This design comes from an exercise in tuning for small area, a short achievable clock period and few clock cycles per item on the open sky130 flow, not from production work.
At most, simulation tests tie the RTL to the original design; equivalence was not proved.

==> flow/design.v <==
module fpdiv (
    input  wire        clk,
    input  wire        rst,           
    input  wire        in_valid,
    output wire        in_ready,
    input  wire [31:0] in_a,          
    input  wire [31:0] in_b,          
    output reg         out_valid,
    output reg  [31:0] out_result
);
    localparam integer NS = 13;       
    reg        rdy_q;                 
    reg        busy_o;                
    reg        v0;
    reg        s0;                    
    reg  [7:0] ea0, eb0;
    reg [23:0] ma0, mb0;              
    reg        az0, bz0;              
    reg signed [5:0] c0;              
    assign in_ready = ~busy_o;
    wire in_az = (in_a[30:0] == 31'd0);
    wire in_bz = (in_b[30:0] == 31'd0);
    wire in_ha = (in_a[30:23] != 8'd0);
    wire in_hb = (in_b[30:23] != 8'd0);
    wire need_a = ~ma0[23] & ~az0;
    wire need_b = ~mb0[23] & ~bz0;
    always @(posedge clk) begin
        if (rdy_q) begin
            s0  <= in_a[31] ^ in_b[31];
            ea0 <= in_a[30:23];
            eb0 <= in_b[30:23];
            ma0 <= {in_ha, in_a[22:0]};
            mb0 <= {in_hb, in_b[22:0]};
            az0 <= in_az;
            bz0 <= in_bz;
            c0  <= 6'sd0;
        end else begin
            if (need_a) ma0 <= {ma0[22:0], 1'b0};
            if (need_b) mb0 <= {mb0[22:0], 1'b0};
            c0 <= c0 + (need_b ? 6'sd1 : 6'sd0) - (need_a ? 6'sd1 : 6'sd0);
        end
    end
    wire rdy_n = rdy_q ? (~in_valid | (in_ha | in_az) & (in_hb | in_bz))
                       : (~(need_a & ~ma0[22]) & ~(need_b & ~mb0[22]));
    always @(posedge clk) begin
        if (rst) begin
            rdy_q  <= 1'b1;
            busy_o <= 1'b0;
            v0    <= 1'b0;
        end else begin
            rdy_q  <= rdy_n;
            busy_o <= ~rdy_n;
            if (rdy_q) v0 <= in_valid;
        end
    end
    wire v0_go = v0 & rdy_q;
    wire a_nan = (ea0 == 8'hFF) & (ma0[22:0] != 23'd0);
    wire b_nan = (eb0 == 8'hFF) & (mb0[22:0] != 23'd0);
    wire a_inf = (ea0 == 8'hFF) & (ma0[22:0] == 23'd0);
    wire b_inf = (eb0 == 8'hFF) & (mb0[22:0] == 23'd0);
    reg [1:0] spc1;
    always @(*) begin
        if (a_nan | b_nan | (a_inf & b_inf) | (az0 & bz0)) spc1 = 2'd3;
        else if (a_inf | bz0)                               spc1 = 2'd2;
        else if (b_inf | az0)                               spc1 = 2'd1;
        else                                                spc1 = 2'd0;
    end
    wire        a_lt_b = (ma0 < mb0);
    wire [26:0] w0 = a_lt_b ? {2'b00, ma0, 1'b0} : {3'b000, ma0};
    wire signed [9:0] xa = (ea0 == 8'd0) ? 10'sd1 : $signed({2'b00, ea0});
    wire signed [9:0] xb = (eb0 == 8'd0) ? 10'sd1 : $signed({2'b00, eb0});
    wire signed [9:0] e_hi = xa - xb + {{4{c0[5]}}, c0} + 10'sd127;
    localparam signed [8:0] E_INF  = 9'sd255;
    localparam signed [8:0] E_ZERO = -9'sd24;
    localparam signed [8:0] E_NAN  = 9'h100;
    reg               v1, s1, lt1;
    reg  [1:0]        spc_1;
    reg signed [9:0]  eh1;
    wire signed [9:0] e2v   = eh1 - {9'd0, lt1};
    reg signed [8:0]  ex2;
    always @(*) begin
        case (spc_1)
            2'd3:    ex2 = E_NAN;
            2'd2:    ex2 = E_INF;
            2'd1:    ex2 = E_ZERO;
            default: begin
                if (e2v > 10'sd254)       ex2 = E_INF;
                else if (e2v < -10'sd23)  ex2 = E_ZERO;
                else                      ex2 = e2v[8:0];
            end
        endcase
    end
    localparam integer NP = NS + 2;
    reg [NP-1:0]      v_p;
    reg [NP-1:0]      s_p;
    reg [9*NP-1:0]    e_p;
    reg [23*NP-1:0]   b_p;
    reg [27*NP-1:0]   w_p;            
    reg [39*NP-1:0]   qd_p;           
    wire [27*NP-1:0] w_n;
    wire [3*NP-1:0]  qd_n;
    genvar g;
    generate
        for (g = 1; g <= NS; g = g + 1) begin : st
            wire [22:0] bf  = b_p[23*g +: 23];
            wire [24:0] b1  = {2'b01, bf};
            wire [24:0] b2  = {1'b1, bf, 1'b0};
            wire [26:0] w   = w_p[27*g +: 27];
            wire signed [5:0] est = w[26:21];
            reg  signed [5:0] m2, m1;
            always @(*) begin
                case (bf[22:20])
                    3'd0: begin m2 = 6'sd6;  m1 = 6'sd2; end
                    3'd1: begin m2 = 6'sd7;  m1 = 6'sd3; end
                    3'd2: begin m2 = 6'sd8;  m1 = 6'sd3; end
                    3'd3: begin m2 = 6'sd9;  m1 = 6'sd3; end
                    3'd4: begin m2 = 6'sd10; m1 = 6'sd4; end
                    3'd5: begin m2 = 6'sd10; m1 = 6'sd4; end
                    3'd6: begin m2 = 6'sd11; m1 = 6'sd4; end
                    default: begin m2 = 6'sd12; m1 = 6'sd5; end
                endcase
            end
            wire        p2  = (est >= m2);
            wire        p1  = (est >= m1) & ~p2;
            wire        n2  = (est < -m2);
            wire        n1  = (est < -m1) & ~n2;
            wire        one = p1 | n1;
            wire        two = p2 | n2;
            wire        pos = p1 | p2;
            wire [24:0] y   = ((({25{one}} & b1) | ({25{two}} & b2)) ^ {25{pos}});
            wire [24:0] t   = w[24:0] + y + {24'd0, pos};
            assign w_n[27*g +: 27] = {t, 2'b00};
            assign qd_n[3*g +: 3]  = {n1 | n2, two, one};
        end
    endgenerate
    integer n;
    always @(posedge clk) begin
        if (rst) v_p <= {NP{1'b0}};
        else     v_p <= {v_p[NP-2:1], v0_go, 1'b0};
        s_p[1]         <= s0;
        spc_1          <= spc1;
        lt1            <= a_lt_b;
        eh1            <= e_hi;
        b_p[23 +: 23]  <= mb0[22:0];
        w_p[27 +: 27]  <= w0;
        qd_p[39 +: 39] <= 39'd0;
        e_p[18 +: 9]   <= ex2;
        for (n = 1; n <= NS; n = n + 1) begin
            s_p[n+1]              <= s_p[n];
            if (n >= 2) e_p[9*(n+1) +: 9] <= e_p[9*n +: 9];
            b_p[23*(n+1) +: 23]   <= b_p[23*n +: 23];
            w_p[27*(n+1) +: 27]   <= w_n[27*n +: 27];
            if (n < NS) qd_p[39*(n+1) +: 39] <= {qd_p[39*n +: 36], qd_n[3*n +: 3]};
        end
    end
    wire [35:0] ld  = qd_p[39*NS +: 36];
    reg  [23:0] lpos, lneg;
    integer j;
    always @(*) begin
        for (j = 0; j < 12; j = j + 1) begin
            lpos[2*j +: 2] = ld[3*j+2] ? 2'b00 : ld[3*j +: 2];
            lneg[2*j +: 2] = ld[3*j+2] ? ld[3*j +: 2] : 2'b00;
        end
    end
    wire [24:0] qa_n = {1'b0, lpos} - {1'b0, lneg};
    reg  [24:0] qa_f;                 
    reg  [2:0]  qd_f;                 
    always @(posedge clk) begin
        qa_f <= qa_n;
        qd_f <= qd_n[3*NS +: 3];
    end
    wire [26:0] fw  = w_p[27*(NS+1) +: 27];           
    wire [26:0] fb  = {2'b01, b_p[23*(NS+1) +: 23], 2'b00};
    wire        neg = fw[26];
    wire        z0  = (fw == 27'd0);
    wire        zb  = ((fw ^ fb) == {(fw[25:0] | fb[25:0]), 1'b0});
    wire signed [3:0] dl  = qd_f[2] ? -$signed({2'b00, qd_f[1:0]}) : $signed({2'b00, qd_f[1:0]});
    wire signed [3:0] tl  = dl - {3'b000, neg};
    wire [24:0]       qam = qa_f - 25'd1;
    wire [23:0]       qv  = {(tl[3] ? qam[21:0] : qa_f[21:0]), tl[1:0]};
    wire signed [8:0] ep  = e_p[9*(NS+1) +: 9];
    wire        subn_p = ep[8] | (ep[7:0] == 8'd0);
    reg         v_e, s_e, stk_e, nan_e, inf_e;
    reg  [7:0]  e8_e;
    reg  [4:0]  sh_e;
    reg  [23:0] q_e;
    always @(posedge clk) begin
        if (rst) v_e <= 1'b0;
        else     v_e <= v_p[NS+1];
        s_e    <= s_p[NS+1];
        nan_e  <= ep[8] & ~ep[7];
        inf_e  <= (ep == E_INF);
        e8_e   <= subn_p ? 8'd0 : ep[7:0];
        sh_e   <= subn_p ? 5'd1 - ep[4:0] : 5'd0;    
        q_e    <= qv;                                  
        stk_e  <= ~(z0 | zb);
    end
    wire [24:0] x    = {1'b1, q_e};
    wire [49:0] xs   = {x, 25'd0} >> sh_e;
    wire [23:0] m    = xs[49:26];
    wire        gb   = xs[25];
    wire [24:0] lost = ~({25{1'b1}} << sh_e);
    wire        stk  = stk_e | ((x & lost) != 25'd0);
    wire        rnd  = gb & (stk | m[0]);
    wire [30:0] pk   = {e8_e, m[22:0]} + {30'd0, rnd};
    reg  [31:0] res;
    always @(*) begin
        if (nan_e)      res = 32'h7FC00000;
        else if (inf_e) res = {s_e, 8'hFF, 23'd0};
        else            res = {s_e, pk};
    end
    always @(posedge clk) begin
        if (rst) out_valid <= 1'b0;
        else     out_valid <= v_e;
        out_result <= res;
    end
endmodule
clock: 10.0 ns
lec_check: 0
cap_margin: 20
core_margin: 2
core_utilization: 40
cts_cluster_diameter: 120
cts_cluster_size: 25
slew_margin: 20
standard.sh (not shown) runs the stock make flow with config.mk's settings and CLKGATE_MAP_FILE= SYNTH_SCRIPT=/design/flow/synth_recipe.tcl, a recipe that flattens the netlist after the stock synthesis.
==> flow/flow/run.sh <==
#!/bin/bash
# The standard layout, with timing repair aimed at a setup margin of 6.6 ns
# and run on every violating endpoint. All output goes to standard_flow.log
# here; ORFS keeps each step's own log under orfs/logs.
set -euo pipefail
bash standard.sh SETUP_SLACK_MARGIN=6.6 TNS_END_PERCENT=100 finish > standard_flow.log 2>&1
The starting point completed with no timing, DRC or antenna violations.
Rerun with:
==> flow/flow/run.sh (replaced) <==
#!/bin/bash
# The standard layout, with the full adders left to abc (yosys's full-adder
# extraction, ADDER_MAP_FILE, is turned off) and timing repair aimed at a
# setup margin of 6.6 ns. All output goes to standard_flow.log here; ORFS
# keeps each step's own log under orfs/logs.
set -euo pipefail
bash standard.sh ADDER_MAP_FILE= SETUP_SLACK_MARGIN=6.6 TNS_END_PERCENT=100 finish > standard_flow.log 2>&1
What happened: The new run completed without violations. Routed wire length came out lower by about 3.6%. First-iteration DRC count goes up by 29%. Register-to-register slack improves by 250 ps. Global-route usage went up by 0.58 points.
No functional check of the RTL was part of any run of this note.

* * *

run A:
Another version of the RTL of fpdiv (not shown whole).
Size in the first run: about 1500 flip-flops, ~100 I/O pins, about 0.064 sq mm of cells after synthesis.
## fpdiv
module fpdiv (
    input  wire        clk,
    input  wire        rst,           
    input  wire        in_valid,
    output wire        in_ready,
    input  wire [31:0] in_a,          
    input  wire [31:0] in_b,          
    output reg         out_valid,
    output reg  [31:0] out_result
);
Settings: LEC_CHECK=0, CAP_MARGIN=20, CORE_MARGIN=2, CORE_UTILIZATION=40, SLEW_MARGIN=20; clock period 10.0 ns.
==> flow/flow/run.sh <==
#!/bin/bash
# The standard layout, with the full adders left to abc (yosys's full-adder
# extraction, ADDER_MAP_FILE, is turned off) and timing repair aimed at a
# setup margin of 6.2 ns. All output goes to standard_flow.log here; ORFS
# keeps each step's own log under orfs/logs.
set -euo pipefail
bash standard.sh ADDER_MAP_FILE= SETUP_SLACK_MARGIN=6.2 TNS_END_PERCENT=100 finish > standard_flow.log 2>&1
Testbench counts of run A, summed over its fixed seeds: cycles 8,136, items 8,000.
For run B, these inputs were changed with respect to run A:
Settings: putting CTS_CLUSTER_DIAMETER at 120 where nothing was set; putting ABC_AREA at 1 where nothing was set; putting CTS_CLUSTER_SIZE at 25 where nothing was set.
--- a/flow/flow/run.sh
+++ b/flow/flow/run.sh
@@ -4 +4 @@
-# setup margin of 6.2 ns. All output goes to standard_flow.log here; ORFS
+# setup margin of 6.6 ns. All output goes to standard_flow.log here; ORFS
@@ -7 +7 @@
-bash standard.sh ADDER_MAP_FILE= SETUP_SLACK_MARGIN=6.2 TNS_END_PERCENT=100 finish > standard_flow.log 2>&1
+bash standard.sh ADDER_MAP_FILE= SETUP_SLACK_MARGIN=6.6 TNS_END_PERCENT=100 finish > standard_flow.log 2>&1
Findings:
Buffers inserted during post-CTS setup optimization was higher in the run labelled run A. NOTE count of nets after finishing run A->run B increased by more than half. Diff run A -> run B: remaining max-slew budget at the tightest pin decreased by 0.31 points relative to the old numbers, cell area increased by 4.1% relative to the old numbers, fmax increased by 12% relative to the old numbers. Highest signal layer in the routed design: met4 -> run B, met5 -> run A.
> inputs changed (run B -> run C)
Settings: clearing ABC_AREA, which used to be 1; clearing CTS_CLUSTER_SIZE, which used to be 25; clearing CTS_CLUSTER_DIAMETER, which used to be 120.
--- a/flow/flow/run.sh
+++ b/flow/flow/run.sh
@@ -4 +4 @@
-# setup margin of 6.6 ns. All output goes to standard_flow.log here; ORFS
+# setup margin of 6.45 ns. All output goes to standard_flow.log here; ORFS
@@ -7 +7 @@
-bash standard.sh ADDER_MAP_FILE= SETUP_SLACK_MARGIN=6.6 TNS_END_PERCENT=100 finish > standard_flow.log 2>&1
+bash standard.sh ADDER_MAP_FILE= SETUP_SLACK_MARGIN=6.45 TNS_END_PERCENT=100 finish > standard_flow.log 2>&1
Run C ends up with a peak per-stage delay on the critical path that is 0.11 ns higher than in run B. Of the two values seen for destination of the critical timing path, wc_p[402] was produced by run C and in_ready by run B. Diff run B -> run C | fmax | decrease of 5.1%. | minimum clock period | run C vs run B | 0.18 ns higher |.
diff inputs: run C => run D
Settings: CTS_CLUSTER_DIAMETER now 120, previously not set; CTS_CLUSTER_SIZE now 25, previously not set.
--- a/flow/flow/run.sh
+++ b/flow/flow/run.sh
@@ -4 +4 @@
-# setup margin of 6.45 ns. All output goes to standard_flow.log here; ORFS
+# setup margin of 6.6 ns. All output goes to standard_flow.log here; ORFS
@@ -7 +7 @@
-bash standard.sh ADDER_MAP_FILE= SETUP_SLACK_MARGIN=6.45 TNS_END_PERCENT=100 finish > standard_flow.log 2>&1
+bash standard.sh ADDER_MAP_FILE= SETUP_SLACK_MARGIN=6.6 TNS_END_PERCENT=100 finish > standard_flow.log 2>&1
Notes after the runs:
[compare] base=run C new=run D: area growth from synthesis to final layout went down 2.0 points, area of combinational cells with multiple inputs went up about 2.7%, max-slew headroom at the worst pin went down 0.97 points, non-clock buffer count went up 72, global-route usage held. The wire length of the first global-routing pass of run D was inferior to that of run C. On setup slack, the higher figure sits with run D, not run C. Run C → run D: transition time of the tightest slew-check pin rose 0.015 ns, register-to-register slack rose 0.04 ns, count of flip-flops with a built-in enable after synthesis held.

* * *

== branch maple ==
fpdiv, a different RTL version from the one above (not shown whole).
For scale: about 6300 cells after synthesis, ~1500 flip-flops, roughly 100 I/O pins, roughly 0.064 mm² of cells after synthesis.
export LEC_CHECK = 0
export CAP_MARGIN = 20
export CORE_MARGIN = 2
export CORE_UTILIZATION = 40
export CTS_CLUSTER_DIAMETER = 120
export CTS_CLUSTER_SIZE = 27
export SLEW_MARGIN = 20
create_clock -name core_clock -period 10.0 [get_ports {clk}]
==> flow/flow/run.sh <==
#!/bin/bash
# The standard layout, with the full adders left to abc (yosys's full-adder
# extraction, ADDER_MAP_FILE, is turned off) and timing repair aimed at a
# setup margin of 6.7 ns. All output goes to standard_flow.log here; ORFS
# keeps each step's own log under orfs/logs.
set -euo pipefail
bash standard.sh ADDER_MAP_FILE= SETUP_SLACK_MARGIN=6.7 TNS_END_PERCENT=100 finish > standard_flow.log 2>&1
Per the final summary, branch maple finished and its layout is clean on timing, DRC and antenna.
Testbench counts of branch maple, summed over its fixed seeds: cycles 8,136, items 8,000.
What branch tundra does differently from branch maple at the input level:
- CORE_UTILIZATION changed from 40 to 60
Notes after the runs:
- The first element of the critical path comes out wc_p[132] in one run and ws_p[132] in the other, namely in branch tundra and branch maple respectively.
- NOTE total of cells resized after clock tree synthesis branch maple->branch tundra decreased by more than 10%
- Changes observed in branch tundra relative to branch maple: data arrival at the endpoint of the critical path went up by 0.07 ns, met1 layer usage reported by global route went up by 14 points, setup slack went down by 0.016 ns, final area went down by 0.0019 mm².

## what the ideal ports hide
In the flow no input, the clock included, has a driving cell. The finished layouts below were timed again as built, in two steps. Step 1 sets driving cells, clkbuf_16 on the clock port and buf_2 on the other inputs (assumed; they add their load-dependent delay and slew). Step 2, shift: input delay + t, output delay - t, t = (earliest + latest rising clock arrival at the registers) / 2. This alone moves slack from input paths to output paths. a / b / c = ideal / step 1 / step 2; a / b = the first two.
run | shift t [ns] | setup slack, ns | worst hold slack (ns) | latest minus earliest clock arrival (ns)
the first run of note 1 | 0.764 | 4.549 / 4.549 / 4.549 | 0.296 / 0.296 / 0.296 | 0.060 / 0.060
the second run of note 1 | 0.776 | 4.804 / 4.804 / 4.804 | 0.315 / 0.315 / 0.315 | 0.074 / 0.073
run A | 0.845 | 6.295 / 6.217 / 6.129 | 0.313 / 0.313 / 0.313 | 0.054 / 0.054
run B | 0.766 | 6.691 / 6.610 / 6.034 | 0.314 / 0.314 / 0.314 | 0.045 / 0.045
run C | 0.843 | 6.512 / 6.493 / 6.118 | 0.312 / 0.312 / 0.312 | 0.055 / 0.055
run D | 0.773 | 6.551 / 6.551 / 6.128 | 0.317 / 0.317 / 0.317 | 0.038 / 0.038
branch maple | 0.750 | 6.649 / 6.649 / 6.157 | 0.322 / 0.322 / 0.322 | 0.040 / 0.040
branch tundra | 0.801 | 6.633 / 6.633 / 6.104 | 0.325 / 0.325 / 0.325 | 0.052 / 0.052
After both steps every run listed still meets setup and hold. The setup slack of run B, which loses most, moves by -0.081 ns with the drivers and by -0.657 ns with both steps.
